Source: an optimization exercise on an open RTL-to-GDS flow (aim: small area, a short achievable clock period and few clock cycles per item). Production flows keep margins and buffers that such runs may drop. Function was checked by simulation only, so behaviour that the tests miss may differ from the original.

## flow/design.v (module list and top-level ports; edited modules follow where they fit)
// module fb_opnd: 20 lines
// module fb_pnorm: 28 lines
// module fbm_mul: 816 lines
// module fbm_mul_fa: 4 lines
// module fbm_mul_ccn: 3 lines
// module fbm_mul_ccp: 3 lines
// module fb_prnd: 20 lines
// module fb_align: 34 lines
// module fb_rnd: 10 lines
// module fb_add: 48 lines
// module fb_add2: 64 lines
// module fb_bk: 30 lines
// module fb_rca: 27 lines
// module fb_ccn: 3 lines
// module fb_ccp: 3 lines
// module fft_bfly: 277 lines
module fft_bfly (
    input  wire        clk,
    input  wire        rst,
    input  wire        in_valid,
    output wire        in_ready,
    input  wire [31:0] in_ar,
    input  wire [31:0] in_ai,
    input  wire [31:0] in_br,
    input  wire [31:0] in_bi,
    input  wire [31:0] in_wr,
    input  wire [31:0] in_wi,
    output reg         out_valid,
    input  wire        out_ready,
    output reg  [31:0] out_xr,
    output reg  [31:0] out_xi,
    output reg  [31:0] out_yr,
    output reg  [31:0] out_yi
);
  // ...
==> flow/run.sh <==
#!/bin/bash
# synth_recipe.tcl (not shown) runs the flow's synth.tcl, then flattens the netlist and writes it again
# the make line also repeats each setting of config.mk as NAME=value (left out here)
make -C /OpenROAD-flow-scripts/flow DESIGN_CONFIG=/design/flow/config.mk WORK_HOME=/design/flow/orfs CLKGATE_MAP_FILE= SYNTH_SCRIPT=/design/flow/synth_recipe.tcl finish
==> flow/config.mk <==
export PLATFORM = sky130hd
export DESIGN_NAME = fft_bfly
export DESIGN_NICKNAME = fft_bfly
export VERILOG_FILES = /design/flow/design.v
export SDC_FILE = /design/flow/constraint.sdc
export NUM_CORES = 8
export LEC_CHECK = 0
export CAP_MARGIN = 20
export CORE_MARGIN = 2
export CORE_UTILIZATION = 40
export SETUP_SLACK_MARGIN = 5
export SLEW_MARGIN = 20
export SYNTH_HIERARCHICAL = 1
==> flow/constraint.sdc <==
create_clock -name core_clock -period 85.0 [get_ports {clk}]
set_input_delay 17.0000 -clock core_clock [delete_from_list [all_inputs] [get_ports {clk}]]
set_output_delay 17.0000 -clock core_clock [all_outputs]
set_load 0.01 [all_outputs]
==> run summary, run 1 <==
Logic synthesis:
- Yosys printed 13 warnings.
- The synthesized area divided by synthesized cell count is just under 9 µm².

Routing:
- For this block, the via count after detailed routing is around 120k.
- The met3 routed wirelength is between 60,000 and 70,000 µm.

Global route:
- The peak-usage layer in the global routing report is met2.
- The maximum number of pins on one net before global-route repair is between 100 and 150.
- For met3 alone, demand over resource in global routing was 9.21%.

Placed design:
- Detailed placement ended at an HPWL of approximately 360,000 µm.
- The post-placement setup slack is approximately 65,000 ps.

Floorplanning:
- The full die area is between 300,000 and 400,000 µm².
- The initialized floorplan defines 208 standard-cell rows.

Final layout:
- After filler insertion, the fill cell instance count of the layout stands at ~31,000.
- The layout cell share with drive strength beyond 1 is 9.53%.
- Non-clock buffering takes up approximately 4.3% of total cell area after layout.
- The net count reported at finish is ~16,000.
- In the layout the commonest cells are sky130_fd_sc_hd__nand2_1, sky130_fd_sc_hd__inv_1, sky130_fd_sc_hd__a222oi_1.
- In the final layout, the multi-input gates occupy around 95,000 µm².
- The clock network area share is 2.49%.

Setup path:
- The worst register-to-register path ends at s2_tr[11].
- The worst register-to-register path has a setup slack of ~67,000 ps.
- The origin of the worst setup path is rdy.
- The startpoint identified for the worst register-to-register timing path is s1_n1[6].

Clocking:
- The post-CTS setup buffer count is 0.

Run status:
- The flow ran to the end and the layout has no timing, DRC or antenna violations.
Testbench counts, summed over its fixed seeds: cycles 16,032, items 16,000.
==> module fb_opnd, before the edit <==
module fb_opnd (
    input  wire [7:0]        ex,
    input  wire [22:0]       f,
    input  wire              h,
    input  wire [4:0]        c,
    output wire              zero,
    output wire              inf,
    output wire              nan,
    output wire [23:0]       m,
    output wire signed [9:0] e
);
    wire ez = (ex == 8'd0);
    wire ef = (ex == 8'hFF);
    wire fz = (f == 23'd0);
    assign zero = ez & fz & ~h;
    assign inf  = ef & fz;
    assign nan  = ef & ~fz;
    assign m    = {h | ~ez, f};
    assign e    = ez ? 10'sd1 - $signed({5'd0, c}) : $signed({2'b00, ex});
endmodule
==> module fb_prnd, before the edit <==
module fb_prnd (
    input  wire        s,
    input  wire [1:0]  cls,           
    input  wire [7:0]  e,
    input  wire [23:0] n,
    input  wire        g,
    input  wire        st,
    output reg  [31:0] y
);
    wire        rup = g & (st | n[0]);
    wire [30:0] r   = {e[7:1], e[0] & n[23], n[22:0]} + {30'd0, rup};
    always @* begin
        case (cls)
            2'd0: y = {s, r};
            2'd1: y = {s, 31'd0};
            2'd2: y = {s, 8'hFF, 23'd0};
            default: y = 32'h7FC00000;
        endcase
    end
endmodule
==> module fb_add, before the edit <==
module fb_add (
    input  wire [31:0] a,
    input  wire [31:0] b,
    output reg  [31:0] y
);
    wire a_inf = (a[30:23] == 8'hFF) && (a[22:0] == 23'd0);
    wire b_inf = (b[30:23] == 8'hFF) && (b[22:0] == 23'd0);
    wire a_nan = (a[30:23] == 8'hFF) && (a[22:0] != 23'd0);
    wire b_nan = (b[30:23] == 8'hFF) && (b[22:0] != 23'd0);
    wire        swap;
    wire [7:0]  xp;
    wire [26:0] pa, qa;
    fb_align u_al (.a(a[30:0]), .b(b[30:0]), .swap(swap), .xp(xp), .pa(pa), .qa(qa));
    wire eff_sub = a[31] ^ b[31];
    wire sp = swap ? b[31] : a[31];
    wire [27:0] s;
    wire        co;
    fb_bk #(.W(27)) u_add (.a(pa), .b(qa ^ {27{eff_sub}}), .ci(eff_sub), .s(s[26:0]), .co(co));
    assign s[27] = co & ~eff_sub;
    reg [4:0] lz;
    integer i;
    always @* begin
        lz = 5'd28;
        for (i = 0; i < 28; i = i + 1)
            if (s[i]) lz = 5'd27 - i[4:0];
    end
    wire [4:0]  sh = ({3'd0, lz} > xp) ? xp[4:0] : lz;
    wire [27:0] sn = s << sh;
    wire [7:0]  ef = xp - {3'd0, sh};           
    wire [30:0] r;
    fb_rnd u_rnd (.ef(ef), .n(sn[27:4]), .g(sn[3]), .st(|sn[2:0]), .r(r));
    wire ovf = (r[30:23] == 8'hFF);
    wire zero = (s == 28'd0);
    always @* begin
        if (a_nan || b_nan || (a_inf && b_inf && eff_sub))
            y = 32'h7FC00000;
        else if (a_inf)
            y = a;
        else if (b_inf)
            y = b;
        else if (zero)
            y = {a[31] & b[31], 31'd0};
        else if (ovf)
            y = {sp, 8'hFF, 23'd0};
        else
            y = {sp, r};
    end
endmodule
==> run 2: changes to the inputs <==
--- a/flow/design.v
+++ b/flow/design.v
@@ -1,8 +1,7 @@
 module fb_opnd (
     input  wire [7:0]        ex,
     input  wire [22:0]       f,
-    input  wire              h,
-    input  wire [4:0]        c,
+    input  wire              sub,
     output wire              zero,
     output wire              inf,
     output wire              nan,
@@ -12,11 +11,11 @@
     wire ez = (ex == 8'd0);
     wire ef = (ex == 8'hFF);
     wire fz = (f == 23'd0);
-    assign zero = ez & fz & ~h;
+    assign zero = ez & ~sub;
     assign inf  = ef & fz;
     assign nan  = ef & ~fz;
-    assign m    = {h | ~ez, f};
-    assign e    = ez ? 10'sd1 - $signed({5'd0, c}) : $signed({2'b00, ex});
+    assign m    = {1'b1, f};
+    assign e    = sub ? 10'sd1 - $signed({2'b00, ex}) : $signed({2'b00, ex});
 endmodule
 module fb_pnorm (
     input  wire [47:22]       p,
@@ -76,8 +75,8 @@
   wire pp21 = ~((s1[0] & a[20]) | (s2[0] & a[19]) | (s3[0] & a3[20]));
   wire pp22 = ~((s1[0] & a[21]) | (s2[0] & a[20]) | (s3[0] & a3[21]));
   wire pp23 = ~((s1[0] & a[22]) | (s2[0] & a[21]) | (s3[0] & a3[22]));
-  wire pp24 = ~((s1[0] & a[23]) | (s2[0] & a[22]) | (s3[0] & a3[23]));
-  wire pp25 = ~((s2[0] & a[23]) | (s3[0] & a3[24]));
+  wire pp24 = ~((s1[0]) | (s2[0] & a[22]) | (s3[0] & a3[23]));
+  wire pp25 = ~((s2[0]) | (s3[0] & a3[24]));
   wire pp26 = ~((s3[0] & a3[25]));
   wire pp27 = ~((s1[1] & a[0]) | (s3[1] & a3[0]));
   wire pp28 = ~((s1[1] & a[1]) | (s2[1] & a[0]) | (s3[1] & a3[1]));
@@ -102,8 +101,8 @@
   wire pp47 = ~((s1[1] & a[20]) | (s2[1] & a[19]) | (s3[1] & a3[20]));
   wire pp48 = ~((s1[1] & a[21]) | (s2[1] & a[20]) | (s3[1] & a3[21]));
   wire pp49 = ~((s1[1] & a[22]) | (s2[1] & a[21]) | (s3[1] & a3[22]));
-  wire pp50 = ~((s1[1] & a[23]) | (s2[1] & a[22]) | (s3[1] & a3[23]));
-  wire pp51 = ~((s2[1] & a[23]) | (s3[1] & a3[24]));
+  wire pp50 = ~((s1[1]) | (s2[1] & a[22]) | (s3[1] & a3[23]));
+  wire pp51 = ~((s2[1]) | (s3[1] & a3[24]));
   wire pp52 = ~((s3[1] & a3[25]));
   wire pp53 = ~((s1[2] & a[0]) | (s3[2] & a3[0]));
   wire pp54 = ~((s1[2] & a[1]) | (s2[2] & a[0]) | (s3[2] & a3[1]));
@@ -128,8 +127,8 @@
   wire pp73 = ~((s1[2] & a[20]) | (s2[2] & a[19]) | (s3[2] & a3[20]));
   wire pp74 = ~((s1[2] & a[21]) | (s2[2] & a[20]) | (s3[2] & a3[21]));
   wire pp75 = ~((s1[2] & a[22]) | (s2[2] & a[21]) | (s3[2] & a3[22]));
-  wire pp76 = ~((s1[2] & a[23]) | (s2[2] & a[22]) | (s3[2] & a3[23]));
-  wire pp77 = ~((s2[2] & a[23]) | (s3[2] & a3[24]));
+  wire pp76 = ~((s1[2]) | (s2[2] & a[22]) | (s3[2] & a3[23]));
+  wire pp77 = ~((s2[2]) | (s3[2] & a3[24]));
   wire pp78 = ~((s3[2] & a3[25]));
   wire pp79 = ~((s1[3] & a[0]) | (s3[3] & a3[0]));
   wire pp80 = ~((s1[3] & a[1]) | (s2[3] & a[0]) | (s3[3] & a3[1]));
@@ -154,8 +153,8 @@
   wire pp99 = ~((s1[3] & a[20]) | (s2[3] & a[19]) | (s3[3] & a3[20]));
   wire pp100 = ~((s1[3] & a[21]) | (s2[3] & a[20]) | (s3[3] & a3[21]));
   wire pp101 = ~((s1[3] & a[22]) | (s2[3] & a[21]) | (s3[3] & a3[22]));
-  wire pp102 = ~((s1[3] & a[23]) | (s2[3] & a[22]) | (s3[3] & a3[23]));
-  wire pp103 = ~((s2[3] & a[23]) | (s3[3] & a3[24]));
+  wire pp102 = ~((s1[3]) | (s2[3] & a[22]) | (s3[3] & a3[23]));
+  wire pp103 = ~((s2[3]) | (s3[3] & a3[24]));
   wire pp104 = ~((s3[3] & a3[25]));
   wire pp105 = ~((s1[4] & a[0]) | (s3[4] & a3[0]));
   wire pp106 = ~((s1[4] & a[1]) | (s2[4] & a[0]) | (s3[4] & a3[1]));
@@ -180,8 +179,8 @@
   wire pp125 = ~((s1[4] & a[20]) | (s2[4] & a[19]) | (s3[4] & a3[20]));
   wire pp126 = ~((s1[4] & a[21]) | (s2[4] & a[20]) | (s3[4] & a3[21]));
   wire pp127 = ~((s1[4] & a[22]) | (s2[4] & a[21]) | (s3[4] & a3[22]));
-  wire pp128 = ~((s1[4] & a[23]) | (s2[4] & a[22]) | (s3[4] & a3[23]));
-  wire pp129 = ~((s2[4] & a[23]) | (s3[4] & a3[24]));
+  wire pp128 = ~((s1[4]) | (s2[4] & a[22]) | (s3[4] & a3[23]));
+  wire pp129 = ~((s2[4]) | (s3[4] & a3[24]));
   wire pp130 = ~((s3[4] & a3[25]));
   wire pp131 = ~((s1[5] & a[0]) | (s3[5] & a3[0]));
   wire pp132 = ~((s1[5] & a[1]) | (s2[5] & a[0]) | (s3[5] & a3[1]));
@@ -206,8 +205,8 @@
   wire pp151 = ~((s1[5] & a[20]) | (s2[5] & a[19]) | (s3[5] & a3[20]));
   wire pp152 = ~((s1[5] & a[21]) | (s2[5] & a[20]) | (s3[5] & a3[21]));
   wire pp153 = ~((s1[5] & a[22]) | (s2[5] & a[21]) | (s3[5] & a3[22]));
-  wire pp154 = ~((s1[5] & a[23]) | (s2[5] & a[22]) | (s3[5] & a3[23]));
-  wire pp155 = ~((s2[5] & a[23]) | (s3[5] & a3[24]));
+  wire pp154 = ~((s1[5]) | (s2[5] & a[22]) | (s3[5] & a3[23]));
+  wire pp155 = ~((s2[5]) | (s3[5] & a3[24]));
   wire pp156 = ~((s3[5] & a3[25]));
   wire pp157 = ~((s1[6] & a[0]) | (s3[6] & a3[0]));
   wire pp158 = ~((s1[6] & a[1]) | (s2[6] & a[0]) | (s3[6] & a3[1]));
@@ -232,8 +231,8 @@
   wire pp177 = ~((s1[6] & a[20]) | (s2[6] & a[19]) | (s3[6] & a3[20]));
   wire pp178 = ~((s1[6] & a[21]) | (s2[6] & a[20]) | (s3[6] & a3[21]));
   wire pp179 = ~((s1[6] & a[22]) | (s2[6] & a[21]) | (s3[6] & a3[22]));
-  wire pp180 = ~((s1[6] & a[23]) | (s2[6] & a[22]) | (s3[6] & a3[23]));
-  wire pp181 = ~((s2[6] & a[23]) | (s3[6] & a3[24]));
+  wire pp180 = ~((s1[6]) | (s2[6] & a[22]) | (s3[6] & a3[23]));
+  wire pp181 = ~((s2[6]) | (s3[6] & a3[24]));
   wire pp182 = ~((s3[6] & a3[25]));
   wire pp183 = ~((s1[7] & a[0]) | (s3[7] & a3[0]));
   wire pp184 = ~((s1[7] & a[1]) | (s2[7] & a[0]) | (s3[7] & a3[1]));
@@ -258,8 +257,8 @@
   wire pp203 = ~((s1[7] & a[20]) | (s2[7] & a[19]) | (s3[7] & a3[20]));
   wire pp204 = ~((s1[7] & a[21]) | (s2[7] & a[20]) | (s3[7] & a3[21]));
   wire pp205 = ~((s1[7] & a[22]) | (s2[7] & a[21]) | (s3[7] & a3[22]));
-  wire pp206 = ~((s1[7] & a[23]) | (s2[7] & a[22]) | (s3[7] & a3[23]));
-  wire pp207 = ~((s2[7] & a[23]) | (s3[7] & a3[24]));
+  wire pp206 = ~((s1[7]) | (s2[7] & a[22]) | (s3[7] & a3[23]));
+  wire pp207 = ~((s2[7]) | (s3[7] & a3[24]));
   wire pp208 = ~((s3[7] & a3[25]));
   wire pp209 = ~((s1[8] & a[0]) | (s3[8] & a3[0]));
   wire pp210 = ~((s1[8] & a[1]) | (s2[8] & a[0]) | (s3[8] & a3[1]));
@@ -284,8 +283,8 @@
   wire pp229 = ~((s1[8] & a[20]) | (s2[8] & a[19]) | (s3[8] & a3[20]));
   wire pp230 = ~((s1[8] & a[21]) | (s2[8] & a[20]) | (s3[8] & a3[21]));
   wire pp231 = ~((s1[8] & a[22]) | (s2[8] & a[21]) | (s3[8] & a3[22]));
-  wire pp232 = ~((s1[8] & a[23]) | (s2[8] & a[22]) | (s3[8] & a3[23]));
-  wire pp233 = ~((s2[8] & a[23]) | (s3[8] & a3[24]));
+  wire pp232 = ~((s1[8]) | (s2[8] & a[22]) | (s3[8] & a3[23]));
+  wire pp233 = ~((s2[8]) | (s3[8] & a3[24]));
   wire pp234 = ~((s3[8] & a3[25]));
   wire pp235 = ~((s1[9] & a[0]) | (s3[9] & a3[0]));
   wire pp236 = ~((s1[9] & a[1]) | (s2[9] & a[0]) | (s3[9] & a3[1]));
@@ -310,8 +309,8 @@
   wire pp255 = ~((s1[9] & a[20]) | (s2[9] & a[19]) | (s3[9] & a3[20]));
   wire pp256 = ~((s1[9] & a[21]) | (s2[9] & a[20]) | (s3[9] & a3[21]));
   wire pp257 = ~((s1[9] & a[22]) | (s2[9] & a[21]) | (s3[9] & a3[22]));
-  wire pp258 = ~((s1[9] & a[23]) | (s2[9] & a[22]) | (s3[9] & a3[23]));
-  wire pp259 = ~((s2[9] & a[23]) | (s3[9] & a3[24]));
+  wire pp258 = ~((s1[9]) | (s2[9] & a[22]) | (s3[9] & a3[23]));
+  wire pp259 = ~((s2[9]) | (s3[9] & a3[24]));
   wire pp260 = ~((s3[9] & a3[25]));
   wire pp261 = ~((s1[10] & a[0]) | (s3[10] & a3[0]));
   wire pp262 = ~((s1[10] & a[1]) | (s2[10] & a[0]) | (s3[10] & a3[1]));
@@ -336,34 +335,34 @@
   wire pp281 = ~((s1[10] & a[20]) | (s2[10] & a[19]) | (s3[10] & a3[20]));
   wire pp282 = ~((s1[10] & a[21]) | (s2[10] & a[20]) | (s3[10] & a3[21]));
   wire pp283 = ~((s1[10] & a[22]) | (s2[10] & a[21]) | (s3[10] & a3[22]));
-  wire pp284 = ~((s1[10] & a[23]) | (s2[10] & a[22]) | (s3[10] & a3[23]));
-  wire pp285 = ~((s2[10] & a[23]) | (s3[10] & a3[24]));
+  wire pp284 = ~((s1[10]) | (s2[10] & a[22]) | (s3[10] & a3[23]));
+  wire pp285 = ~((s2[10]) | (s3[10] & a3[24]));
   wire pp286 = ~((s3[10] & a3[25]));
-  wire pp287 = ~((s1[11] & a[0]) | (s3[11] & a3[0]));
-  wire pp288 = ~((s1[11] & a[1]) | (s2[11] & a[0]) | (s3[11] & a3[1]));
-  wire pp289 = ~((s1[11] & a[2]) | (s2[11] & a[1]) | (s3[11] & a3[2]));
-  wire pp290 = ~((s1[11] & a[3]) | (s2[11] & a[2]) | (s3[11] & a3[3]));
-  wire pp291 = ~((s1[11] & a[4]) | (s2[11] & a[3]) | (s3[11] & a3[4]));
-  wire pp292 = ~((s1[11] & a[5]) | (s2[11] & a[4]) | (s3[11] & a3[5]));
-  wire pp293 = ~((s1[11] & a[6]) | (s2[11] & a[5]) | (s3[11] & a3[6]));
-  wire pp294 = ~((s1[11] & a[7]) | (s2[11] & a[6]) | (s3[11] & a3[7]));
-  wire pp295 = ~((s1[11] & a[8]) | (s2[11] & a[7]) | (s3[11] & a3[8]));
-  wire pp296 = ~((s1[11] & a[9]) | (s2[11] & a[8]) | (s3[11] & a3[9]));
-  wire pp297 = ~((s1[11] & a[10]) | (s2[11] & a[9]) | (s3[11] & a3[10]));
-  wire pp298 = ~((s1[11] & a[11]) | (s2[11] & a[10]) | (s3[11] & a3[11]));
-  wire pp299 = ~((s1[11] & a[12]) | (s2[11] & a[11]) | (s3[11] & a3[12]));
-  wire pp300 = ~((s1[11] & a[13]) | (s2[11] & a[12]) | (s3[11] & a3[13]));
-  wire pp301 = ~((s1[11] & a[14]) | (s2[11] & a[13]) | (s3[11] & a3[14]));
-  wire pp302 = ~((s1[11] & a[15]) | (s2[11] & a[14]) | (s3[11] & a3[15]));
-  wire pp303 = ~((s1[11] & a[16]) | (s2[11] & a[15]) | (s3[11] & a3[16]));
-  wire pp304 = ~((s1[11] & a[17]) | (s2[11] & a[16]) | (s3[11] & a3[17]));
-  wire pp305 = ~((s1[11] & a[18]) | (s2[11] & a[17]) | (s3[11] & a3[18]));
-  wire pp306 = ~((s1[11] & a[19]) | (s2[11] & a[18]) | (s3[11] & a3[19]));
-  wire pp307 = ~((s1[11] & a[20]) | (s2[11] & a[19]) | (s3[11] & a3[20]));
-  wire pp308 = ~((s1[11] & a[21]) | (s2[11] & a[20]) | (s3[11] & a3[21]));
-  wire pp309 = ~((s1[11] & a[22]) | (s2[11] & a[21]) | (s3[11] & a3[22]));
-  wire pp310 = ~((s1[11] & a[23]) | (s2[11] & a[22]) | (s3[11] & a3[23]));
-  wire pp311 = ~((s2[11] & a[23]) | (s3[11] & a3[24]));
+  wire pp287 = ~((s3[11] & a3[0]));
+  wire pp288 = ~((s2[11] & a[0]) | (s3[11] & a3[1]));
+  wire pp289 = ~((s2[11] & a[1]) | (s3[11] & a3[2]));
+  wire pp290 = ~((s2[11] & a[2]) | (s3[11] & a3[3]));
+  wire pp291 = ~((s2[11] & a[3]) | (s3[11] & a3[4]));
+  wire pp292 = ~((s2[11] & a[4]) | (s3[11] & a3[5]));
+  wire pp293 = ~((s2[11] & a[5]) | (s3[11] & a3[6]));
+  wire pp294 = ~((s2[11] & a[6]) | (s3[11] & a3[7]));
+  wire pp295 = ~((s2[11] & a[7]) | (s3[11] & a3[8]));
+  wire pp296 = ~((s2[11] & a[8]) | (s3[11] & a3[9]));
+  wire pp297 = ~((s2[11] & a[9]) | (s3[11] & a3[10]));
+  wire pp298 = ~((s2[11] & a[10]) | (s3[11] & a3[11]));
+  wire pp299 = ~((s2[11] & a[11]) | (s3[11] & a3[12]));
+  wire pp300 = ~((s2[11] & a[12]) | (s3[11] & a3[13]));
+  wire pp301 = ~((s2[11] & a[13]) | (s3[11] & a3[14]));
+  wire pp302 = ~((s2[11] & a[14]) | (s3[11] & a3[15]));
+  wire pp303 = ~((s2[11] & a[15]) | (s3[11] & a3[16]));
+  wire pp304 = ~((s2[11] & a[16]) | (s3[11] & a3[17]));
+  wire pp305 = ~((s2[11] & a[17]) | (s3[11] & a3[18]));
+  wire pp306 = ~((s2[11] & a[18]) | (s3[11] & a3[19]));
+  wire pp307 = ~((s2[11] & a[19]) | (s3[11] & a3[20]));
+  wire pp308 = ~((s2[11] & a[20]) | (s3[11] & a3[21]));
+  wire pp309 = ~((s2[11] & a[21]) | (s3[11] & a3[22]));
+  wire pp310 = ~((s2[11] & a[22]) | (s3[11] & a3[23]));
+  wire pp311 = ~((s2[11]) | (s3[11] & a3[24]));
   wire pp312 = ~((s3[11] & a3[25]));
   wire s313 = ~(pp19 ^ pp43);
   wire c314 = pp19 | pp43;
@@ -873,24 +872,20 @@
   assign y = ~(gn & (pn | cn));
 endmodule
 module fb_prnd (
-    input  wire        s,
     input  wire [1:0]  cls,           
     input  wire [7:0]  e,
     input  wire [23:0] n,
     input  wire        g,
     input  wire        st,
-    output reg  [31:0] y
+    output wire [30:0] r,             
+    output wire        inf,
+    output wire        nan
 );
     wire        rup = g & (st | n[0]);
-    wire [30:0] r   = {e[7:1], e[0] & n[23], n[22:0]} + {30'd0, rup};
-    always @* begin
-        case (cls)
-            2'd0: y = {s, r};
-            2'd1: y = {s, 31'd0};
-            2'd2: y = {s, 8'hFF, 23'd0};
-            default: y = 32'h7FC00000;
-        endcase
-    end
+    wire [30:0] v   = {e[7:1], e[0] & n[23], n[22:0]} + {30'd0, rup};
+    assign r   = v & {31{cls != 2'd1}};
+    assign inf = (cls == 2'd2);
+    assign nan = (cls == 2'd3);
 endmodule
 module fb_align (
     input  wire [30:0] a,
@@ -937,14 +932,14 @@
     assign r = {ef + {7'd0, n[23]}, n[22:0]} + {30'd0, rup};
 endmodule
 module fb_add (
-    input  wire [31:0] a,
+    input  wire [31:0] a,             
+    input  wire        a_inf,
+    input  wire        a_nan,
     input  wire [31:0] b,
+    input  wire        b_inf,
+    input  wire        b_nan,
     output reg  [31:0] y
 );
-    wire a_inf = (a[30:23] == 8'hFF) && (a[22:0] == 23'd0);
-    wire b_inf = (b[30:23] == 8'hFF) && (b[22:0] == 23'd0);
-    wire a_nan = (a[30:23] == 8'hFF) && (a[22:0] != 23'd0);
-    wire b_nan = (b[30:23] == 8'hFF) && (b[22:0] != 23'd0);
     wire        swap;
     wire [7:0]  xp;
     wire [26:0] pa, qa;
@@ -973,9 +968,9 @@
         if (a_nan || b_nan || (a_inf && b_inf && eff_sub))
             y = 32'h7FC00000;
         else if (a_inf)
-            y = a;
+            y = {a[31], 8'hFF, 23'd0};
         else if (b_inf)
-            y = b;
+            y = {b[31], 8'hFF, 23'd0};
         else if (zero)
             y = {a[31] & b[31], 31'd0};
         else if (ovf)
@@ -1122,7 +1117,7 @@
     input  wire [31:0] in_bi,
     input  wire [31:0] in_wr,
     input  wire [31:0] in_wi,
-    output reg         out_valid,
+    output wire        out_valid,
     input  wire        out_ready,
     output reg  [31:0] out_xr,
     output reg  [31:0] out_xi,
@@ -1132,83 +1127,102 @@
     reg  full;                        
     reg  busy;                        
     reg  more;                        
-    reg  rdy;                         
-    reg  sub;                         
+    reg  rdyn;                        
+    reg  nr_wr, nr_wi, nr_br, nr_bi;
+    reg  bk_wr, bk_wi, bk_br, bk_bi;  
+    reg  ov;                          
+    reg  ovn;                         
     wire pend;                        
     wire adv = !full;                 
     wire ld1 = !full && !busy;        
     wire ld0 = ld1 && !pend;          
-    assign in_ready = rdy && !(v0 && sub);
+    wire blk = bk_wr || bk_wi || bk_br || bk_bi;
+    assign in_ready  = !(nr_wr || nr_wi || nr_br || nr_bi);
+    assign out_valid = !ovn;
     reg  v0, v1, v2;
     wire push = adv && v2;
-    wire pop  = out_valid && out_ready;
-    wire acc  = in_valid && rdy && !(v0 && sub);
+    wire pop  = ov && out_ready;
+    wire acc  = in_valid && !rdyn && !blk;
     reg        s0_wr_s, s0_wi_s, s0_br_s, s0_bi_s;
     reg [7:0]  s0_wr_e, s0_wi_e, s0_br_e, s0_bi_e;
     reg [22:0] s0_wr_f, s0_wi_f, s0_br_f, s0_bi_f;
     reg        s0_wr_h, s0_wi_h, s0_br_h, s0_bi_h;     
-    reg [4:0]  s0_wr_c, s0_wi_c, s0_br_c, s0_bi_c;     
     reg [31:0] s0_ar, s0_ai;
-    wire n_wr = (s0_wr_e == 8'd0) && !s0_wr_h && (s0_wr_f != 23'd0);
-    wire n_wi = (s0_wi_e == 8'd0) && !s0_wi_h && (s0_wi_f != 23'd0);
-    wire n_br = (s0_br_e == 8'd0) && !s0_br_h && (s0_br_f != 23'd0);
-    wire n_bi = (s0_bi_e == 8'd0) && !s0_bi_h && (s0_bi_f != 23'd0);
+    wire n_wr = bk_wr && !s0_wr_h;
+    wire n_wi = bk_wi && !s0_wi_h;
+    wire n_br = bk_br && !s0_br_h;
+    wire n_bi = bk_bi && !s0_bi_h;
     wire f_wr = (s0_wr_f[22:19] == 4'd0);
     wire f_wi = (s0_wi_f[22:19] == 4'd0);
     wire f_br = (s0_br_f[22:19] == 4'd0);
     wire f_bi = (s0_bi_f[22:19] == 4'd0);
-    wire m_wr = n_wr && (f_wr || (!s0_wr_f[22] && (s0_wr_f[21:0] != 22'd0)));
-    wire m_wi = n_wi && (f_wi || (!s0_wi_f[22] && (s0_wi_f[21:0] != 22'd0)));
-    wire m_br = n_br && (f_br || (!s0_br_f[22] && (s0_br_f[21:0] != 22'd0)));
-    wire m_bi = n_bi && (f_bi || (!s0_bi_f[22] && (s0_bi_f[21:0] != 22'd0)));
-    wire in_sub = ((in_wr[30:23] == 8'd0) && (in_wr[22:0] != 23'd0)) ||
-                  ((in_wi[30:23] == 8'd0) && (in_wi[22:0] != 23'd0)) ||
-                  ((in_br[30:23] == 8'd0) && (in_br[22:0] != 23'd0)) ||
-                  ((in_bi[30:23] == 8'd0) && (in_bi[22:0] != 23'd0));
-    assign pend = v0 && (n_wr || n_wi || n_br || n_bi);
+    wire m_wr = n_wr && (f_wr || !s0_wr_f[22]);
+    wire m_wi = n_wi && (f_wi || !s0_wi_f[22]);
+    wire m_br = n_br && (f_br || !s0_br_f[22]);
+    wire m_bi = n_bi && (f_bi || !s0_bi_f[22]);
+    wire in_s_wr = (in_wr[30:23] == 8'd0) && (in_wr[22:0] != 23'd0);
+    wire in_s_wi = (in_wi[30:23] == 8'd0) && (in_wi[22:0] != 23'd0);
+    wire in_s_br = (in_br[30:23] == 8'd0) && (in_br[22:0] != 23'd0);
+    wire in_s_bi = (in_bi[30:23] == 8'd0) && (in_bi[22:0] != 23'd0);
+    assign pend = n_wr || n_wi || n_br || n_bi;
     always @(posedge clk) begin
         if (ld0) begin
-            sub <= in_sub;
             s0_ar <= in_ar; s0_ai <= in_ai;
-            s0_wr_s <= in_wr[31]; s0_wr_e <= in_wr[30:23];
-            s0_wi_s <= in_wi[31]; s0_wi_e <= in_wi[30:23];
-            s0_br_s <= in_br[31]; s0_br_e <= in_br[30:23];
-            s0_bi_s <= in_bi[31]; s0_bi_e <= in_bi[30:23];
+            s0_wr_s <= in_wr[31];
+            s0_wi_s <= in_wi[31];
+            s0_br_s <= in_br[31];
+            s0_bi_s <= in_bi[31];
         end
+        s0_wr_f <= ({23{ld0}} & in_wr[22:0]) |
+                    ({23{!ld0 &&  n_wr &&  f_wr}} & {s0_wr_f[18:0], 4'd0}) |
+                    ({23{!ld0 &&  n_wr && !f_wr}} & {s0_wr_f[21:0], 1'b0}) |
+                    ({23{!ld0 && !n_wr}} & s0_wr_f);
         if (ld0) begin
-            s0_wr_f <= in_wr[22:0]; s0_wr_h <= 1'b0; s0_wr_c <= 5'd0;
+            s0_wr_h <= 1'b0; s0_wr_e <= in_wr[30:23];
         end else if (n_wr) begin
             if (f_wr) begin
-                s0_wr_f <= {s0_wr_f[18:0], 4'd0}; s0_wr_c <= s0_wr_c + 5'd4;
+                s0_wr_e[4:0] <= s0_wr_e[4:0] + 5'd4;
             end else begin
-                s0_wr_f <= {s0_wr_f[21:0], 1'b0}; s0_wr_h <= s0_wr_f[22]; s0_wr_c <= s0_wr_c + 5'd1;
+                s0_wr_h <= s0_wr_f[22]; s0_wr_e[4:0] <= s0_wr_e[4:0] + 5'd1;
             end
         end
+        s0_wi_f <= ({23{ld0}} & in_wi[22:0]) |
+                    ({23{!ld0 &&  n_wi &&  f_wi}} & {s0_wi_f[18:0], 4'd0}) |
+                    ({23{!ld0 &&  n_wi && !f_wi}} & {s0_wi_f[21:0], 1'b0}) |
+                    ({23{!ld0 && !n_wi}} & s0_wi_f);
         if (ld0) begin
-            s0_wi_f <= in_wi[22:0]; s0_wi_h <= 1'b0; s0_wi_c <= 5'd0;
+            s0_wi_h <= 1'b0; s0_wi_e <= in_wi[30:23];
         end else if (n_wi) begin
             if (f_wi) begin
-                s0_wi_f <= {s0_wi_f[18:0], 4'd0}; s0_wi_c <= s0_wi_c + 5'd4;
+                s0_wi_e[4:0] <= s0_wi_e[4:0] + 5'd4;
             end else begin
-                s0_wi_f <= {s0_wi_f[21:0], 1'b0}; s0_wi_h <= s0_wi_f[22]; s0_wi_c <= s0_wi_c + 5'd1;
+                s0_wi_h <= s0_wi_f[22]; s0_wi_e[4:0] <= s0_wi_e[4:0] + 5'd1;
             end
         end
+        s0_br_f <= ({23{ld0}} & in_br[22:0]) |
+                    ({23{!ld0 &&  n_br &&  f_br}} & {s0_br_f[18:0], 4'd0}) |
+                    ({23{!ld0 &&  n_br && !f_br}} & {s0_br_f[21:0], 1'b0}) |
+                    ({23{!ld0 && !n_br}} & s0_br_f);
         if (ld0) begin
-            s0_br_f <= in_br[22:0]; s0_br_h <= 1'b0; s0_br_c <= 5'd0;
+            s0_br_h <= 1'b0; s0_br_e <= in_br[30:23];
         end else if (n_br) begin
             if (f_br) begin
-                s0_br_f <= {s0_br_f[18:0], 4'd0}; s0_br_c <= s0_br_c + 5'd4;
+                s0_br_e[4:0] <= s0_br_e[4:0] + 5'd4;
             end else begin
-                s0_br_f <= {s0_br_f[21:0], 1'b0}; s0_br_h <= s0_br_f[22]; s0_br_c <= s0_br_c + 5'd1;
+                s0_br_h <= s0_br_f[22]; s0_br_e[4:0] <= s0_br_e[4:0] + 5'd1;
             end
         end
+        s0_bi_f <= ({23{ld0}} & in_bi[22:0]) |
+                    ({23{!ld0 &&  n_bi &&  f_bi}} & {s0_bi_f[18:0], 4'd0}) |
+                    ({23{!ld0 &&  n_bi && !f_bi}} & {s0_bi_f[21:0], 1'b0}) |
+                    ({23{!ld0 && !n_bi}} & s0_bi_f);
         if (ld0) begin
-            s0_bi_f <= in_bi[22:0]; s0_bi_h <= 1'b0; s0_bi_c <= 5'd0;
+            s0_bi_h <= 1'b0; s0_bi_e <= in_bi[30:23];
         end else if (n_bi) begin
             if (f_bi) begin
-                s0_bi_f <= {s0_bi_f[18:0], 4'd0}; s0_bi_c <= s0_bi_c + 5'd4;
+                s0_bi_e[4:0] <= s0_bi_e[4:0] + 5'd4;
             end else begin
-                s0_bi_f <= {s0_bi_f[21:0], 1'b0}; s0_bi_h <= s0_bi_f[22]; s0_bi_c <= s0_bi_c + 5'd1;
+                s0_bi_h <= s0_bi_f[22]; s0_bi_e[4:0] <= s0_bi_e[4:0] + 5'd1;
             end
         end
     end
@@ -1216,34 +1230,40 @@
     wire              br_z, br_i, br_n, bi_z, bi_i, bi_n;
     wire [23:0]       wr_m, wi_m, br_m, bi_m;
     wire signed [9:0] wr_e, wi_e, br_e, bi_e;
-    fb_opnd u_nwr (.ex(s0_wr_e), .f(s0_wr_f), .h(s0_wr_h), .c(s0_wr_c), .zero(wr_z), .inf(wr_i), .nan(wr_n), .m(wr_m), .e(wr_e));
-    fb_opnd u_nwi (.ex(s0_wi_e), .f(s0_wi_f), .h(s0_wi_h), .c(s0_wi_c), .zero(wi_z), .inf(wi_i), .nan(wi_n), .m(wi_m), .e(wi_e));
-    fb_opnd u_nbr (.ex(s0_br_e), .f(s0_br_f), .h(s0_br_h), .c(s0_br_c), .zero(br_z), .inf(br_i), .nan(br_n), .m(br_m), .e(br_e));
-    fb_opnd u_nbi (.ex(s0_bi_e), .f(s0_bi_f), .h(s0_bi_h), .c(s0_bi_c), .zero(bi_z), .inf(bi_i), .nan(bi_n), .m(bi_m), .e(bi_e));
-    wire [25:0] br_m3 = {2'b00, br_m} + {1'b0, br_m, 1'b0};
-    wire [25:0] bi_m3 = {2'b00, bi_m} + {1'b0, bi_m, 1'b0};
+    fb_opnd u_nwr (.ex(s0_wr_e), .f(s0_wr_f), .sub(bk_wr), .zero(wr_z), .inf(wr_i), .nan(wr_n), .m(wr_m), .e(wr_e));
+    fb_opnd u_nwi (.ex(s0_wi_e), .f(s0_wi_f), .sub(bk_wi), .zero(wi_z), .inf(wi_i), .nan(wi_n), .m(wi_m), .e(wi_e));
+    fb_opnd u_nbr (.ex(s0_br_e), .f(s0_br_f), .sub(bk_br), .zero(br_z), .inf(br_i), .nan(br_n), .m(br_m), .e(br_e));
+    fb_opnd u_nbi (.ex(s0_bi_e), .f(s0_bi_f), .sub(bk_bi), .zero(bi_z), .inf(bi_i), .nan(bi_n), .m(bi_m), .e(bi_e));
+    wire [23:0] br_mh = {1'b1, br_m[22:0]};
+    wire [23:0] bi_mh = {1'b1, bi_m[22:0]};
+    wire [23:0] wr_mh = {1'b1, wr_m[22:0]};
+    wire [23:0] wi_mh = {1'b1, wi_m[22:0]};
+    wire [25:0] br_m3 = {2'b00, br_mh} + {1'b0, br_mh, 1'b0};
+    wire [25:0] bi_m3 = {2'b00, bi_mh} + {1'b0, bi_mh, 1'b0};
     wire [11:0] wr_s1, wr_s2, wr_s3, wi_s1, wi_s2, wi_s3;
     genvar k;
     generate
         for (k = 0; k < 12; k = k + 1) begin : dig
-            assign wr_s1[k] = ~wr_m[2*k+1] &  wr_m[2*k];
-            assign wr_s2[k] =  wr_m[2*k+1] & ~wr_m[2*k];
-            assign wr_s3[k] =  wr_m[2*k+1] &  wr_m[2*k];
-            assign wi_s1[k] = ~wi_m[2*k+1] &  wi_m[2*k];
-            assign wi_s2[k] =  wi_m[2*k+1] & ~wi_m[2*k];
-            assign wi_s3[k] =  wi_m[2*k+1] &  wi_m[2*k];
+            assign wr_s1[k] = ~wr_mh[2*k+1] &  wr_mh[2*k];
+            assign wr_s2[k] =  wr_mh[2*k+1] & ~wr_mh[2*k];
+            assign wr_s3[k] =  wr_mh[2*k+1] &  wr_mh[2*k];
+            assign wi_s1[k] = ~wi_mh[2*k+1] &  wi_mh[2*k];
+            assign wi_s2[k] =  wi_mh[2*k+1] & ~wi_mh[2*k];
+            assign wi_s3[k] =  wi_mh[2*k+1] &  wi_mh[2*k];
         end
     endgenerate
     wire [47:22] q1, q2, q3, q4;
     wire         l1, l2, l3, l4;
-    fbm_mul u_m1 (.a(br_m), .a3(br_m3), .s1(wr_s1), .s2(wr_s2), .s3(wr_s3), .p(q1), .stl(l1));  
-    fbm_mul u_m2 (.a(bi_m), .a3(bi_m3), .s1(wi_s1), .s2(wi_s2), .s3(wi_s3), .p(q2), .stl(l2));  
-    fbm_mul u_m3 (.a(bi_m), .a3(bi_m3), .s1(wr_s1), .s2(wr_s2), .s3(wr_s3), .p(q3), .stl(l3));  
-    fbm_mul u_m4 (.a(br_m), .a3(br_m3), .s1(wi_s1), .s2(wi_s2), .s3(wi_s3), .p(q4), .stl(l4));  
-    wire signed [10:0] e1 = wr_e + br_e - 11'sd127;
-    wire signed [10:0] e2 = wi_e + bi_e - 11'sd127;
-    wire signed [10:0] e3 = wr_e + bi_e - 11'sd127;
-    wire signed [10:0] e4 = wi_e + br_e - 11'sd127;
+    fbm_mul u_m1 (.a(br_mh), .a3(br_m3), .s1(wr_s1), .s2(wr_s2), .s3(wr_s3), .p(q1), .stl(l1));  
+    fbm_mul u_m2 (.a(bi_mh), .a3(bi_m3), .s1(wi_s1), .s2(wi_s2), .s3(wi_s3), .p(q2), .stl(l2));  
+    fbm_mul u_m3 (.a(bi_mh), .a3(bi_m3), .s1(wr_s1), .s2(wr_s2), .s3(wr_s3), .p(q3), .stl(l3));  
+    fbm_mul u_m4 (.a(br_mh), .a3(br_m3), .s1(wi_s1), .s2(wi_s2), .s3(wi_s3), .p(q4), .stl(l4));  
+    wire signed [10:0] wr_u = wr_e - 11'sd127;
+    wire signed [10:0] wi_u = wi_e - 11'sd127;
+    wire signed [10:0] e1 = wr_u + br_e;
+    wire signed [10:0] e2 = wi_u + bi_e;
+    wire signed [10:0] e3 = wr_u + bi_e;
+    wire signed [10:0] e4 = wi_u + br_e;
     wire [1:0]        c1, c2, c3, c4;
     wire signed [8:0] x1, x2, x3, x4;
     wire [23:0]       n1, n2, n3, n4;
@@ -1287,48 +1307,56 @@
             s1_s3 <= s0_wr_s ^ s0_bi_s; s1_c3 <= c3;
             s1_s4 <= s0_wi_s ^ s0_br_s; s1_c4 <= c4;
         end
+        {s1_n1, s1_g1} <= ({25{ld1}} & {n1, g1}) |
+                             ({25{!ld1 &&  h1 &&  b1}} & {4'd0, s1_n1[23:3]}) |
+                             ({25{!ld1 &&  h1 && !b1}} & {1'b0, s1_n1}) |
+                             ({25{!ld1 && !h1}} & {s1_n1, s1_g1});
         if (ld1) begin
-            s1_x1 <= x1; s1_n1 <= n1; s1_g1 <= g1; s1_t1 <= t1;
+            s1_x1 <= x1; s1_t1 <= t1;
         end else if (h1) begin
             if (b1) begin
-                s1_x1 <= s1_x1 + 9'sd4; s1_n1 <= s1_n1 >> 4; s1_g1 <= s1_n1[3];
-                s1_t1 <= s1_t1 | s1_g1 | (|s1_n1[2:0]);
+                s1_x1 <= s1_x1 + 9'sd4; s1_t1 <= s1_t1 | s1_g1 | (|s1_n1[2:0]);
             end else begin
-                s1_x1 <= s1_x1 + 9'sd1; s1_n1 <= s1_n1 >> 1; s1_g1 <= s1_n1[0];
-                s1_t1 <= s1_t1 | s1_g1;
+                s1_x1 <= s1_x1 + 9'sd1; s1_t1 <= s1_t1 | s1_g1;
             end
         end
+        {s1_n2, s1_g2} <= ({25{ld1}} & {n2, g2}) |
+                             ({25{!ld1 &&  h2 &&  b2}} & {4'd0, s1_n2[23:3]}) |
+                             ({25{!ld1 &&  h2 && !b2}} & {1'b0, s1_n2}) |
+                             ({25{!ld1 && !h2}} & {s1_n2, s1_g2});
         if (ld1) begin
-            s1_x2 <= x2; s1_n2 <= n2; s1_g2 <= g2; s1_t2 <= t2;
+            s1_x2 <= x2; s1_t2 <= t2;
         end else if (h2) begin
             if (b2) begin
-                s1_x2 <= s1_x2 + 9'sd4; s1_n2 <= s1_n2 >> 4; s1_g2 <= s1_n2[3];
-                s1_t2 <= s1_t2 | s1_g2 | (|s1_n2[2:0]);
+                s1_x2 <= s1_x2 + 9'sd4; s1_t2 <= s1_t2 | s1_g2 | (|s1_n2[2:0]);
             end else begin
-                s1_x2 <= s1_x2 + 9'sd1; s1_n2 <= s1_n2 >> 1; s1_g2 <= s1_n2[0];
-                s1_t2 <= s1_t2 | s1_g2;
+                s1_x2 <= s1_x2 + 9'sd1; s1_t2 <= s1_t2 | s1_g2;
             end
         end
+        {s1_n3, s1_g3} <= ({25{ld1}} & {n3, g3}) |
+                             ({25{!ld1 &&  h3 &&  b3}} & {4'd0, s1_n3[23:3]}) |
+                             ({25{!ld1 &&  h3 && !b3}} & {1'b0, s1_n3}) |
+                             ({25{!ld1 && !h3}} & {s1_n3, s1_g3});
         if (ld1) begin
-            s1_x3 <= x3; s1_n3 <= n3; s1_g3 <= g3; s1_t3 <= t3;
+            s1_x3 <= x3; s1_t3 <= t3;
         end else if (h3) begin
             if (b3) begin
-                s1_x3 <= s1_x3 + 9'sd4; s1_n3 <= s1_n3 >> 4; s1_g3 <= s1_n3[3];
-                s1_t3 <= s1_t3 | s1_g3 | (|s1_n3[2:0]);
+                s1_x3 <= s1_x3 + 9'sd4; s1_t3 <= s1_t3 | s1_g3 | (|s1_n3[2:0]);
             end else begin
-                s1_x3 <= s1_x3 + 9'sd1; s1_n3 <= s1_n3 >> 1; s1_g3 <= s1_n3[0];
-                s1_t3 <= s1_t3 | s1_g3;
+                s1_x3 <= s1_x3 + 9'sd1; s1_t3 <= s1_t3 | s1_g3;
             end
         end
+        {s1_n4, s1_g4} <= ({25{ld1}} & {n4, g4}) |
+                             ({25{!ld1 &&  h4 &&  b4}} & {4'd0, s1_n4[23:3]}) |
+                             ({25{!ld1 &&  h4 && !b4}} & {1'b0, s1_n4}) |
+                             ({25{!ld1 && !h4}} & {s1_n4, s1_g4});
         if (ld1) begin
-            s1_x4 <= x4; s1_n4 <= n4; s1_g4 <= g4; s1_t4 <= t4;
+            s1_x4 <= x4; s1_t4 <= t4;
         end else if (h4) begin
             if (b4) begin
-                s1_x4 <= s1_x4 + 9'sd4; s1_n4 <= s1_n4 >> 4; s1_g4 <= s1_n4[3];
-                s1_t4 <= s1_t4 | s1_g4 | (|s1_n4[2:0]);
+                s1_x4 <= s1_x4 + 9'sd4; s1_t4 <= s1_t4 | s1_g4 | (|s1_n4[2:0]);
             end else begin
-                s1_x4 <= s1_x4 + 9'sd1; s1_n4 <= s1_n4 >> 1; s1_g4 <= s1_n4[0];
-                s1_t4 <= s1_t4 | s1_g4;
+                s1_x4 <= s1_x4 + 9'sd1; s1_t4 <= s1_t4 | s1_g4;
             end
         end
     end
@@ -1336,34 +1364,46 @@
     wire busy_nx = ld1 ? (v0 && !pend && (u1 || u2 || u3 || u4)) : (busy && (r1 || r2 || r3 || r4));
     reg  full_nx, oval_nx;
     always @* begin
-        full_nx = full; oval_nx = out_valid;
+        full_nx = full; oval_nx = ov;
         if (push && !pop) begin
-            oval_nx = 1'b1; full_nx = out_valid;
+            oval_nx = 1'b1; full_nx = ov;
         end else if (pop && !push) begin
             oval_nx = full; full_nx = 1'b0;
         end
     end
+    wire v0_nx  = ld0 ? acc : v0;
     always @(posedge clk) begin
         if (rst) begin
             v0 <= 1'b0; v1 <= 1'b0; v2 <= 1'b0;
-            out_valid <= 1'b0; full <= 1'b0; more <= 1'b0; busy <= 1'b0; rdy <= 1'b1;
+            bk_wr <= 1'b0; bk_wi <= 1'b0; bk_br <= 1'b0; bk_bi <= 1'b0;
+            ov <= 1'b0; ovn <= 1'b1; full <= 1'b0; more <= 1'b0; busy <= 1'b0; rdyn <= 1'b0;
+            nr_wr <= 1'b0; nr_wi <= 1'b0; nr_br <= 1'b0; nr_bi <= 1'b0;
         end else begin
-            if (ld0) v0 <= acc;
+            v0 <= v0_nx;
             if (ld1) v1 <= v0 && !pend;
             if (adv) v2 <= v1 && !busy;
-            out_valid <= oval_nx; full <= full_nx;
+            ov <= oval_nx; ovn <= !oval_nx; full <= full_nx;
             more <= more_nx; busy <= busy_nx;
-            rdy  <= !full_nx && !busy_nx && !more_nx;
+            rdyn <= full_nx || busy_nx || more_nx;
+            nr_wr <= full_nx || busy_nx || more_nx || (ld0 ? acc && in_s_wr : bk_wr);
+            nr_wi <= full_nx || busy_nx || more_nx || (ld0 ? acc && in_s_wi : bk_wi);
+            nr_br <= full_nx || busy_nx || more_nx || (ld0 ? acc && in_s_br : bk_br);
+            nr_bi <= full_nx || busy_nx || more_nx || (ld0 ? acc && in_s_bi : bk_bi);
+            if (ld0) begin
+                bk_wr <= acc && in_s_wr; bk_wi <= acc && in_s_wi;
+                bk_br <= acc && in_s_br; bk_bi <= acc && in_s_bi;
+            end
         end
     end
-    wire [31:0] p1, p2, p3, p4;
-    fb_prnd u_r1 (.s(s1_s1), .cls(s1_c1), .e(s1_x1[7:0]), .n(s1_n1), .g(s1_g1), .st(s1_t1), .y(p1));
-    fb_prnd u_r2 (.s(s1_s2), .cls(s1_c2), .e(s1_x2[7:0]), .n(s1_n2), .g(s1_g2), .st(s1_t2), .y(p2));
-    fb_prnd u_r3 (.s(s1_s3), .cls(s1_c3), .e(s1_x3[7:0]), .n(s1_n3), .g(s1_g3), .st(s1_t3), .y(p3));
-    fb_prnd u_r4 (.s(s1_s4), .cls(s1_c4), .e(s1_x4[7:0]), .n(s1_n4), .g(s1_g4), .st(s1_t4), .y(p4));
+    wire [30:0] p1, p2, p3, p4;
+    wire        i1, i2, i3, i4, z1, z2, z3, z4;
+    fb_prnd u_r1 (.cls(s1_c1), .e(s1_x1[7:0]), .n(s1_n1), .g(s1_g1), .st(s1_t1), .r(p1), .inf(i1), .nan(z1));
+    fb_prnd u_r2 (.cls(s1_c2), .e(s1_x2[7:0]), .n(s1_n2), .g(s1_g2), .st(s1_t2), .r(p2), .inf(i2), .nan(z2));
+    fb_prnd u_r3 (.cls(s1_c3), .e(s1_x3[7:0]), .n(s1_n3), .g(s1_g3), .st(s1_t3), .r(p3), .inf(i3), .nan(z3));
+    fb_prnd u_r4 (.cls(s1_c4), .e(s1_x4[7:0]), .n(s1_n4), .g(s1_g4), .st(s1_t4), .r(p4), .inf(i4), .nan(z4));
     wire [31:0] tr, ti;
-    fb_add u_tr (.a(p1), .b({~p2[31], p2[30:0]}), .y(tr));
-    fb_add u_ti (.a(p3), .b(p4), .y(ti));
+    fb_add u_tr (.a({s1_s1, p1}), .a_inf(i1), .a_nan(z1), .b({~s1_s2, p2}), .b_inf(i2), .b_nan(z2), .y(tr));
+    fb_add u_ti (.a({s1_s3, p3}), .a_inf(i3), .a_nan(z3), .b({s1_s4, p4}), .b_inf(i4), .b_nan(z4), .y(ti));
     reg [31:0] s2_tr, s2_ti, s2_ar, s2_ai;
     always @(posedge clk) begin
         if (adv) begin
@@ -1376,15 +1416,18 @@
     fb_add2 u_i (.a(s2_ai), .t(s2_ti), .x(xi), .y(yi));
     reg [31:0] sp_xr, sp_xi, sp_yr, sp_yi;
     always @(posedge clk) begin
-        if (push && out_valid) begin
+        if (push && ov) begin
             sp_xr <= xr; sp_xi <= xi;
             sp_yr <= yr; sp_yi <= yi;
         end
     end
+    wire hd_sp  = pop && full;
+    wire hd_new = (pop && !full) || (push && !ov);
+    wire hd_old = !pop && !(push && !ov);
     always @(posedge clk) begin
-        if (pop || (push && !out_valid)) begin
-            out_xr <= full ? sp_xr : xr; out_xi <= full ? sp_xi : xi;
-            out_yr <= full ? sp_yr : yr; out_yi <= full ? sp_yi : yi;
-        end
+        out_xr <= ({32{hd_sp}} & sp_xr) | ({32{hd_new}} & xr) | ({32{hd_old}} & out_xr);
+        out_xi <= ({32{hd_sp}} & sp_xi) | ({32{hd_new}} & xi) | ({32{hd_old}} & out_xi);
+        out_yr <= ({32{hd_sp}} & sp_yr) | ({32{hd_new}} & yr) | ({32{hd_old}} & out_yr);
+        out_yi <= ({32{hd_sp}} & sp_yi) | ({32{hd_new}} & yi) | ({32{hd_old}} & out_yi);
     end
 endmodule
==> flow/flow/run.sh (new file) <==
#!/bin/bash
# Layout flow: the standard flow (standard.sh, all steps), with the
# input and output port buffers made of sky130_fd_sc_hd__buf_2 instead of
# the cell the resizer picks by default (a slow clock-delay buffer).
# The make output goes to standard_flow.log; each tool's own logs are under
# orfs/logs/.
set -euo pipefail
cd "$(dirname "$0")/.."
export BUFFER_PORTS_ARGS="-buffer_cell sky130_fd_sc_hd__buf_2"
bash standard.sh > standard_flow.log 2>&1
==> flow/standard.sh (new file) <==
#!/bin/bash
# synth_recipe.tcl (not shown) runs the flow's synth.tcl, then flattens the netlist and writes it again
# the make line also repeats each setting of config.mk as NAME=value (left out here)
make -C /OpenROAD-flow-scripts/flow DESIGN_CONFIG=/design/flow/config.mk WORK_HOME=/design/flow/orfs CLKGATE_MAP_FILE= SYNTH_SCRIPT=/design/flow/synth_recipe.tcl "${@:-finish}"
removed: flow/run.sh
==> run summary, run 2 <==
Setup path:
- STA classifies the critical path startpoint as an input pin.
- The critical setup path kind is input pin to flop.
- The required time of the critical path is about 86,000 ps.
- STA puts the critical path data arrival time at ~20,000 ps.
- The category of the worst setup path capture point is a flop.
- The top fanout value on the critical path is a little under 90.

Final layout:
- The area of the multi-input gates is 94,500 µm² (-0.68%).
- The layout cell share with drive strength beyond 1 is 11.1% (+1.6 points).
- Relative to the synthesized area, the layout overhead comes to 6.12%.
- The total of fill cells in the finished design was 30,900 (-1.7%).
- The library cell used most frequently in the layout, excluding fill and tap cells, is sky130_fd_sc_hd__inv_1.
- Registers take roughly 21,000 µm².
- The net count reported at finish is 15,900 (-0.68%).
- The top cell types in the final layout, fill and taps aside, are sky130_fd_sc_hd__inv_1, sky130_fd_sc_hd__nand2_1, sky130_fd_sc_hd__a222oi_1.
- After routing the design area is around 130,000 µm².

Placed design:
- After detailed placement, the total cell area comes to 130,000 µm².
- The weighted congestion reported at the end of routability-driven placement is slightly below 1.
- The count of input and output buffers is 325.
- The final HPWL from detailed placement was 350,000 µm (-2.7%).

Floorplanning:
- The die is ~560 µm tall.
- The die is 563 µm wide.
- During I/O placement, the number of pins put on the boundary was roughly 330.
- Once the floorplan was initialized, standard cells occupied 40.2% of the core.
- The total number of placement rows is 205 (-1.4%).
- The full die area is 317,000 µm² (-2.5%).
- After floorplanning, the core was sized to cover 312,000 µm².

Clocking:
- Buffers inserted during clock tree synthesis total 97.
- The number of hold-repair buffers added at the cts stage is 0.
- The post-CTS setup buffer count is 0 (unchanged).
- The post-CTS resize count is 0.
- The insertion delay of the later-clocked pin in the worst-skew pair is 880 ps.
- TritonCTS built the clock tree.
- CTS placed an instance of sky130_fd_sc_hd__clkbuf_16 at the clock tree root.
- CTS built an H-tree with a depth of 3.
- The maximum root-to-sink buffer count is 4.
- Clock-pin slew was measured on the worst setup and hold paths at 60 ps.
- The number of sinks handled by clock tree synthesis is ~810.

Routing:
- The final routed DRC violation total is 0.
- Dividing the detail-routed via count by the number of cells gives slightly below 7.
- The number of detailed-routing iterations run before antenna repair is 28.
- The total number of vias is 125,000 (+0.60%).
- The final antenna-violating net count is 0.
- The total wire length after detailed routing is 507,000 µm.
- The first-iteration detailed-routing DRC count is 23,500.
- The average wire length per cell after detail routing is approximately 28 µm.

Logic synthesis:
- The post-synthesis instance total is approximately 15,000.
- The synthesized area divided by synthesized cell count was 8.60 µm² (-2.9%).
- The number of synthesis warnings is 12 (-1).
- In this run the cell area of the synthesized design comes to 125,000 µm².

Global route:
- The global-route wire length before repair is 760,000 µm.
- The met2 routing resource usage after global routing is 45.8%.
- The peak-usage layer in the global routing report is met2.
- The via count of the first global-routing pass is between 100k and 150k.
- Global routing used between 40% and 50% of the available met1 tracks.
- The maximum number of pins on one net before global-route repair is 119 (+6.3%).
- After global routing the overflow that remains totals 0.
- The global-route track usage on met3 is 9.33% (+0.13 points).
- The initial antenna violation count is 14.
- The global-route total usage across every layer is between 30% and 40%.

STA:
- Summed over all failing endpoints, the final setup total negative slack is 0 ps.
- The clock period could shrink to 18,770 ps.
- The share of the clock period used by the worst path is between 20% and 30%.
- The final clock skew is 101 ps.
- The highest clock frequency the design can meet is between 50 and 60 MHz.
- The max-slew violation count is 0.
- The worst pin sits at a relative slew slack of 17.9%.
- The final-report hold violation count is 0.
- At the pin with the least slew margin, the transition time is about 1200 ps.
- The count of final setup violators is 0.
- Setup repair after global routing left no endpoint under its margin.

Job:
- The number of violations of the max-capacitance limit is 0.

Run status:
- The run finished with no timing, DRC or antenna violations.

Hold path:
- The class of the tightest hold or removal check is flop to flop.
[run 2: critical path, cell delays in order]
cell	delay, ps
sky130_fd_sc_hd__buf_2	300
sky130_fd_sc_hd__mux2i_1	200
sky130_fd_sc_hd__nor2_4	770
sky130_fd_sc_hd__buf_4	900
sky130_fd_sc_hd__a222oi_1	160
sky130_fd_sc_hd__inv_1	120
[run 2: routing by layer]
metal,wire (µm),part of all wire (%),vias to the layer above
li1,-,-,53900
met5,121,0.024,-
met1,202000,40,59800
met3,65800,13,2019
met4,26800,5.3,14
met2,213000,42,8907
[run 2: path summary, 6_finish.rpt]
path / to / slack [ps] / cells past startpoint / from
max: out_yi[21] / 66230 / 6 / out_ready
max reg2reg: s2_ti[21] / 66780 / 49 / s1_n4[2]
min: s2_ai[12] / 330 / 0 / s1_ai[12]
min reg2reg: s2_ai[12] / 330 / 0 / s1_ai[12]
[run 2: per-stage QoR]
stage          std cells  setup WS (ps)  hold slack, ps  util [%]
6_report           18200          66230             331      42.6
5_1_grt            18200          65450             351      42.6
4_1_cts            18200          66340             330      42.6
3_5_place_dp       18000          65420             405      41.6
3_3_place_gp       18000          65430             403      41.6
2_1_floorplan      14600          66710             400         -
[run 2: final cells by class]
cell class	instances	share of cell area, %
diodes	8	0.0151
clock buffers	123	1.99
clock inverters	54	0.436
inverters	1204	3.43
multi-input cells	11200	71.2
flip-flops and latches	812	15.8
well taps	4140	3.90
repair buffers	675	3.22
Testbench counts of run 2, summed over its fixed seeds: cycles 16,032, items 16,000.

-- static timing again, ports no longer ideal --
Ports are ideal in the flow. The routed layouts listed here were re-timed in OpenROAD.
Step 1, drivers: a clkbuf_16 drives clk and a buf_2 each remaining input, both assumed.
Step 2 adds t to the input delays and takes it off the output delays; t is the mean of the earliest and latest rising clock arrival at the registers after step 1. Input paths then give back, and output paths get back, about the clock's delay inside the block.
a / b / c = ideal / step 1 / step 2; a / b = the first two.
run	shift t [ns]	slack for setup (ns)	worst register clock-pin slew, ns	worst slew at a driven data input, ns	pins driven straight from the clock port
run 1	0.965	65.750 / 65.646 / 64.912	0.09 / 0.09	0.09	1
run 2	0.908	66.231 / 66.176 / 65.268	0.10 / 0.10	0.12	1
After both steps setup and hold are still met in every run listed. The setup slack of run 2, which loses most, moves by -0.055 ns with the drivers and by -0.963 ns with both steps.
